Context: an optimization exercise on an open-source flow, tuned for small area, a short achievable clock period and few clock cycles per item. The choices shown serve that exercise and are no tape-out recipe.
In this exercise RTL edits were held to simulation tests only and were not proved equivalent to the original.

Design b85_codec, start of the top module:
module b85_codec (
    input  wire        clk,
    input  wire        rst,         
    input  wire        in_valid,
    output wire        in_ready,
    input  wire        in_mode,     
    input  wire [39:0] in_data,
    output wire        out_valid,
    input  wire        out_ready,
    output wire [39:0] out_data,
    output wire [1:0]  out_err
);
For scale: ~1700 cells after synthesis, ~89 I/O pins, roughly 19000 um2 of cells after synthesis.
export LEC_CHECK = 0
export CAP_MARGIN = 20
export CORE_MARGIN = 2
export CORE_UTILIZATION = 65
export CTS_BUF_LIST = sky130_fd_sc_hd__clkbuf_8
export SLEW_MARGIN = 20
export SYNTH_HIERARCHICAL = 1
create_clock -name core_clock -period 30.0 [get_ports {clk}]
standard.sh (not shown) runs the stock make flow with config.mk's settings and CLKGATE_MAP_FILE= SYNTH_SCRIPT=/design/flow/synth_recipe.tcl, a recipe that flattens the netlist after the stock synthesis.
==> flow/flow/run.sh <==
#!/bin/bash
# Own layout flow: the standard layout (standard.sh) unchanged, except that the
# resizer's timing repair keeps a setup margin (so it also speeds up paths that already
# meet the 30 ns clock) and the ports get buf_2 buffers instead of the resizer's choice.
# The clock, the constraints and the synthesis are the standard ones.
set -euo pipefail
export SETUP_SLACK_MARGIN=23.0
export TNS_END_PERCENT=100
export BUFFER_PORTS_ARGS="-buffer_cell sky130_fd_sc_hd__buf_2"
bash standard.sh > standard.log 2>&1
Testbench counts at the start, summed over its fixed seeds: cycles 3,224, items 3,200.
Edit:
--- a/flow/flow/run.sh
+++ b/flow/flow/run.sh
@@ -5,5 +5,5 @@
 # The clock, the constraints and the synthesis are the standard ones.
 set -euo pipefail
-export SETUP_SLACK_MARGIN=23.0
+export SETUP_SLACK_MARGIN=22.8
 export TNS_END_PERCENT=100
 export BUFFER_PORTS_ARGS="-buffer_cell sky130_fd_sc_hd__buf_2"
--- a/flow/config.mk
+++ b/flow/config.mk
@@ -9,5 +9,4 @@
 export CORE_MARGIN = 2
 export CORE_UTILIZATION = 65
-export CTS_BUF_LIST = sky130_fd_sc_hd__clkbuf_8
 export SLEW_MARGIN = 20
 export SYNTH_HIERARCHICAL = 1
Outcome: Global-route usage came out higher by 0.13 points; hold slack gets worse by 0.024 ns; register-to-register slack is worse by 0.10 ns; routed wire length hardly moves; count of clock-buffer cells in the layout came out higher by 2; non-clock buffer count went down by 27; setup slack improves by 0.055 ns.
Edit:
--- a/flow/flow/run.sh
+++ b/flow/flow/run.sh
@@ -5,5 +5,5 @@
 # The clock, the constraints and the synthesis are the standard ones.
 set -euo pipefail
-export SETUP_SLACK_MARGIN=22.8
+export SETUP_SLACK_MARGIN=23.0
 export TNS_END_PERCENT=100
 export BUFFER_PORTS_ARGS="-buffer_cell sky130_fd_sc_hd__buf_2"
After rerunning: The changed run finished with timing, DRC and antenna clean; area after synthesis is unchanged; cell area rises by about 1%; die area stays the same; wire length rises by about 0.43%; worst setup slack stays flat; final cell count rose by about 1.2%; core utilization climbs by 0.76 points; fmax stays flat; non-clock buffer count went up by 26.

* * *

build 98:
Starting RTL as in the previous note.
## b85_codec
module b85_codec (
    input  wire        clk,
    input  wire        rst,         
    input  wire        in_valid,
    output wire        in_ready,
    input  wire        in_mode,     
    input  wire [39:0] in_data,
    output wire        out_valid,
    input  wire        out_ready,
    output wire [39:0] out_data,
    output wire [1:0]  out_err
);
==> flow/config.mk <==
export PLATFORM = sky130hd
export DESIGN_NAME = b85_codec
export DESIGN_NICKNAME = b85_codec
export VERILOG_FILES = /design/flow/design.v
export SDC_FILE = /design/flow/constraint.sdc
export NUM_CORES = 4
export LEC_CHECK = 0
export CAP_MARGIN = 20
export CORE_MARGIN = 2
export CORE_UTILIZATION = 70
export SLEW_MARGIN = 20
export SYNTH_HIERARCHICAL = 1
==> flow/constraint.sdc <==
create_clock -name core_clock -period 30.0 [get_ports {clk}]
set_input_delay 6.0000 -clock core_clock [delete_from_list [all_inputs] [get_ports {clk}]]
set_output_delay 6.0000 -clock core_clock [all_outputs]
set_load 0.01 [all_outputs]
==> flow/flow/run.sh <==
#!/bin/bash
# Own layout flow: the standard layout (standard.sh) unchanged, except that the
# resizer's timing repair keeps a setup margin (so it also speeds up paths that already
# meet the 30 ns clock) and the ports get buf_2 buffers instead of the resizer's choice.
# The clock, the constraints and the synthesis are the standard ones.
set -euo pipefail
export SETUP_SLACK_MARGIN=22.8
export TNS_END_PERCENT=100
export BUFFER_PORTS_ARGS="-buffer_cell sky130_fd_sc_hd__buf_2"
bash standard.sh > standard.log 2>&1
Testbench counts of build 98, summed over its fixed seeds: cycles 3,224, items 3,200.
## Diff of input files: build 73 against build 98
Settings: CORE_UTILIZATION changed from 70 to 65.
-- flow/flow/run.sh --
<<< build 98, line 5
# The clock, the constraints and the synthesis are the standard ones.
set -euo pipefail
export SETUP_SLACK_MARGIN=22.8
export TNS_END_PERCENT=100
export BUFFER_PORTS_ARGS="-buffer_cell sky130_fd_sc_hd__buf_2"
>>> build 73, line 5
# The clock, the constraints and the synthesis are the standard ones.
set -euo pipefail
export SETUP_SLACK_MARGIN=22.5
export TNS_END_PERCENT=100
export BUFFER_PORTS_ARGS="-buffer_cell sky130_fd_sc_hd__buf_2"
## What came out
The run showing the greater met2 track utilization from global routing is build 98. The setup slack of build 73 falls short of that of build 98 by 0.058 ns. Build 73 vs. build 98: final cycle utilization of the critical path went up by 0.19 points. As far as sequential cell area share is concerned, build 73 and build 98 perform about the same. Going from build 98 to build 73, design area closely matched the old numbers; die outline area up about 7.5%. Post-route core utilization (higher): build 98.
Relative to build 73, the following input files were edited for build 29:
Settings: changing CORE_UTILIZATION from 65 to 75.
-- flow/flow/run.sh --
<<< build 73, line 5
# The clock, the constraints and the synthesis are the standard ones.
set -euo pipefail
export SETUP_SLACK_MARGIN=22.5
export TNS_END_PERCENT=100
export BUFFER_PORTS_ARGS="-buffer_cell sky130_fd_sc_hd__buf_2"
>>> build 29, line 5
# The clock, the constraints and the synthesis are the standard ones.
set -euo pipefail
export SETUP_SLACK_MARGIN=22.8
export TNS_END_PERCENT=100
export BUFFER_PORTS_ARGS="-buffer_cell sky130_fd_sc_hd__buf_2"
[summary]
Against build 73 as the reference, build 29 delivers a lower final critical delay including setup and external delays. Build 29 against build 73: routed via count saw an increase, sequential share of layout area flat. Post-layout net count: build 73 vs build 29 — no meaningful difference. Compared to build 73, build 29 has final wirelength 3.3 mm higher. Standard cell area after detailed placement shrinks slightly when moving from build 73 to build 29. Going from build 73 to build 29, total of plain and repair buffers excluding clock buffers grew slightly. Summary — overall track demand over capacity in global routing, build 29 relative to build 73: higher, by 6.9 points.
> inputs changed (build 29 -> build 83)
Settings: CORE_UTILIZATION: 75 -> 65.
-- flow/flow/run.sh --
<<< build 29, line 5
# The clock, the constraints and the synthesis are the standard ones.
set -euo pipefail
export SETUP_SLACK_MARGIN=22.8
export TNS_END_PERCENT=100
export BUFFER_PORTS_ARGS="-buffer_cell sky130_fd_sc_hd__buf_2"
>>> build 83, line 5
# The clock, the constraints and the synthesis are the standard ones.
set -euo pipefail
export SETUP_SLACK_MARGIN=22.85
export TNS_END_PERCENT=100
export BUFFER_PORTS_ARGS="-buffer_cell sky130_fd_sc_hd__buf_2"
### Flow results
Build 83 completed end to end with timing, DRC and antenna clean.
Compared with build 29, in build 83 met1 demand-to-capacity share in global routing now sits lower, worst path required time level, fill cell instance count of the final layout went up about 40%.
Sum of routed wire segments on met1 of build 83 exceeds that of build 29 by a few percent.
Comparing build 83 and build 29, met3 usage in global routing is lower on build 83.
Build 29 leaves more setup margin than build 83.
Re horizontal die dimension: build 29 was lower than build 83.
The sequential share of layout area of build 29 and that of build 83 are within noise of each other.

* * *

b85_codec again, from the RTL that the note above started with.
Design b85_codec, start of the top module:
module b85_codec (
    input  wire        clk,
    input  wire        rst,         
    input  wire        in_valid,
    output wire        in_ready,
    input  wire        in_mode,     
    input  wire [39:0] in_data,
    output wire        out_valid,
    input  wire        out_ready,
    output wire [39:0] out_data,
    output wire [1:0]  out_err
);
    reg        ir_v, ir_mode;       
    reg [39:0] ir_data;
    reg        rdy;                 
    reg        m_v, m_mode;         
    reg [51:0] m_p;                 
    reg        o_v;                 
    reg [39:0] o_data;
    reg [1:0]  o_err;
    reg        o2_v;                
    reg [39:0] o2_data;
    reg [1:0]  o2_err;
    assign in_ready  = rdy;
    assign out_valid = o_v;
    assign out_data  = o_data;
    assign out_err   = o_err;
    wire acc   = in_valid & rdy;
    wire deq   = o_v & out_ready;        
    wire m_en  = !m_v | !o2_v;           
    wire ir_en = !ir_v | m_en;           
    wire enq   = m_v & !o2_v;            
    wire o_adv = !o_v | out_ready;       
    wire ir_v_n = ir_en ? acc : ir_v;
    wire m_v_n  = m_en ? ir_v : m_v;
    wire o_v_n  = o_v ? (!deq | o2_v | enq) : enq;
    wire o2_v_n = o_v & !deq & (o2_v | enq);
    wire [9:0] c0;
wire c0_1, c0_2;
b85_fa c0_1_i (.a(ir_data[0]), .b(ir_data[8]), .c(ir_data[16]), .s(c0_1), .co(c0_2));
wire c0_3, c0_4;
  ...
Settings: LEC_CHECK=0, CAP_MARGIN=20, CORE_MARGIN=2, CORE_UTILIZATION=65, SLEW_MARGIN=20, SYNTH_HIERARCHICAL=1; clock period 30.0 ns.
==> flow/flow/run.sh <==
#!/bin/bash
# Own layout flow: the standard layout (standard.sh) unchanged, except that the
# resizer's timing repair keeps a setup margin (so it also speeds up paths that already
# meet the 30 ns clock) and the ports get buf_2 buffers instead of the resizer's choice.
# The clock, the constraints and the synthesis are the standard ones.
set -euo pipefail
export SETUP_SLACK_MARGIN=22.95
export TNS_END_PERCENT=100
export BUFFER_PORTS_ARGS="-buffer_cell sky130_fd_sc_hd__buf_2"
bash standard.sh > standard.log 2>&1
Testbench counts at the start, summed over its fixed seeds: cycles 3,224, items 3,200.
Rerun with:
--- a/flow/flow/run.sh
+++ b/flow/flow/run.sh
@@ -6,3 +6,3 @@
 set -euo pipefail
-export SETUP_SLACK_MARGIN=22.95
+export SETUP_SLACK_MARGIN=23.0
 export TNS_END_PERCENT=100
- CORE_UTILIZATION: 65 -> 75
Via count increases by a few percent.
Rerun with:
--- a/flow/flow/run.sh
+++ b/flow/flow/run.sh
@@ -6,3 +6,3 @@
 set -euo pipefail
-export SETUP_SLACK_MARGIN=23.0
+export SETUP_SLACK_MARGIN=0
 export TNS_END_PERCENT=100
- CORE_UTILIZATION: 75 -> 65
The new run went through all stages and came out clean.
Global-route usage drops by 7.0 points.
Cell area is lower by 0.69%.
Hold slack gains 0.022 ns.
Sequential cell count stays the same.
Maximum frequency is lower by 0.61%.
Clock skew decreases by 0.0069 ns.
Utilization goes down by 11 points.
Sequential share of layout area climbs by 0.16 points.

* * *

b85_codec, a different RTL version from the one above (not shown whole).
Size in the first run: roughly 1700 cells after synthesis, about 180 flip-flops, roughly 89 I/O pins, about 0.020 sq mm of cells after synthesis.
==> flow/design.v (excerpt) <==
module b85_codec (
    input  wire        clk,
    input  wire        rst,         
    input  wire        in_valid,
    output wire        in_ready,
    input  wire        in_mode,     
    input  wire [39:0] in_data,
    output wire        out_valid,
    input  wire        out_ready,
    output wire [39:0] out_data,
    output wire [1:0]  out_err
);
    reg        ir_v, ir_mode;       
    reg [39:0] ir_data;
    reg        sk_v, sk_mode;       
    reg [39:0] sk_data;
    reg        rdy;                 
    reg        full2, full3;        
    reg        m_v, m_mode;         
    reg [51:0] m_p;                 
    reg        o_v;                 
    reg [39:0] o_data;
    reg [1:0]  o_err;
    assign in_ready  = rdy;
    assign out_valid = o_v;
    assign out_data  = o_data;
    assign out_err   = o_err;
    wire acc     = in_valid & rdy;
    wire stall   = !out_ready;
    wire o_adv   = !o_v | out_ready;       
  ...
export LEC_CHECK = 0
export CAP_MARGIN = 20
export CORE_MARGIN = 2
export CORE_UTILIZATION = 65
export SLEW_MARGIN = 20
export SYNTH_HIERARCHICAL = 1
create_clock -name core_clock -period 30.0 [get_ports {clk}]
run.sh (not shown) runs the stock make flow with config.mk's settings and CLKGATE_MAP_FILE= SYNTH_SCRIPT=/design/flow/synth_recipe.tcl, a recipe that flattens the netlist after the stock synthesis.
Stock flow here: none of the scripts above is used.
Testbench counts at the start, summed over its fixed seeds: cycles 3,224, items 3,200.
Rerun with:
==> flow/flow/run.sh (new file) <==
#!/bin/bash
# Own layout flow: the standard layout (standard.sh) unchanged, except that the
# resizer's timing repair keeps a setup margin (so it also speeds up paths that already
# meet the 30 ns clock) and the ports get buf_2 buffers instead of the resizer's choice.
# The clock, the constraints and the synthesis are the standard ones.
set -euo pipefail
export SETUP_SLACK_MARGIN=22.8
export TNS_END_PERCENT=100
export BUFFER_PORTS_ARGS="-buffer_cell sky130_fd_sc_hd__buf_2"
bash standard.sh > standard.log 2>&1
==> flow/standard.sh (new file) <==
#!/bin/bash
# synth_recipe.tcl (not shown) runs the flow's synth.tcl, then flattens the netlist and writes it again
# the make line also repeats each setting of config.mk as NAME=value (left out here)
make -C /OpenROAD-flow-scripts/flow DESIGN_CONFIG=/design/flow/config.mk WORK_HOME=/design/flow/orfs CLKGATE_MAP_FILE= SYNTH_SCRIPT=/design/flow/synth_recipe.tcl "${@:-finish}"
removed: flow/run.sh
=>
- The new run went through all stages and came out clean
- worst hold slack gains 7.0 ps
- final cell count rose by 0.49%
- design area decreases by 1.4%
- wire length fell by 1.2%
- fmax is higher by 6.5%

-- static timing again, ports no longer ideal --
No port has a modelled driver above. Below, the same layouts with a new extraction and two added sets of constraints.
Step 1 (the two cells are an assumption about what drives the block):
set clk [get_ports {clk}]
set_driving_cell -lib_cell sky130_fd_sc_hd__clkbuf_16 $clk
set_driving_cell -lib_cell sky130_fd_sc_hd__buf_2 [delete_from_list [all_inputs] $clk]
Step 2 moves the port delays by t, midway between the first and last clock arrival at a register: inputs arrive t later, outputs are due t later. That takes back most of the time a late clock gives input paths.
Slacks: ideal ports / drivers / drivers and shift; pairs: ideal ports / drivers.
run | t, ns | slack for setup (ns) | clock arrival spread, ns
the first run of note 1 | 0.548 | 22.959 / 22.909 / 22.778 | 0.024 / 0.023
the second run of note 1 | 0.504 | 23.013 / 22.959 / 22.764 | 0.012 / 0.012
the third run of note 1 | 0.505 | 23.012 / 22.958 / 22.763 | 0.012 / 0.012
build 98 | 0.493 | 23.038 / 22.990 / 22.771 | 0.028 / 0.028
build 73 | 0.510 | 22.980 / 22.924 / 22.781 | 0.012 / 0.011
build 29 | 0.484 | 23.025 / 22.972 / 22.758 | 0.018 / 0.019
build 83 | 0.504 | 23.012 / 22.958 / 22.757 | 0.012 / 0.012
the first run of note 3 | 0.504 | 23.013 / 22.958 / 22.764 | 0.012 / 0.011
the second run of note 3 | 0.486 | 23.023 / 22.971 / 22.761 | 0.018 / 0.018
the third run of note 3 | 0.510 | 22.980 / 22.924 / 22.781 | 0.012 / 0.011
the first run of note 4 | 0.502 | 22.571 / 22.519 / 22.149 | 0.009 / 0.009
the second run of note 4 | 0.512 | 23.026 / 22.972 / 22.642 | 0.012 / 0.011
After both steps every run listed still meets setup and hold. The setup slack of the first run of note 4, which loses most, moves by -0.052 ns with the drivers and by -0.422 ns with both steps.
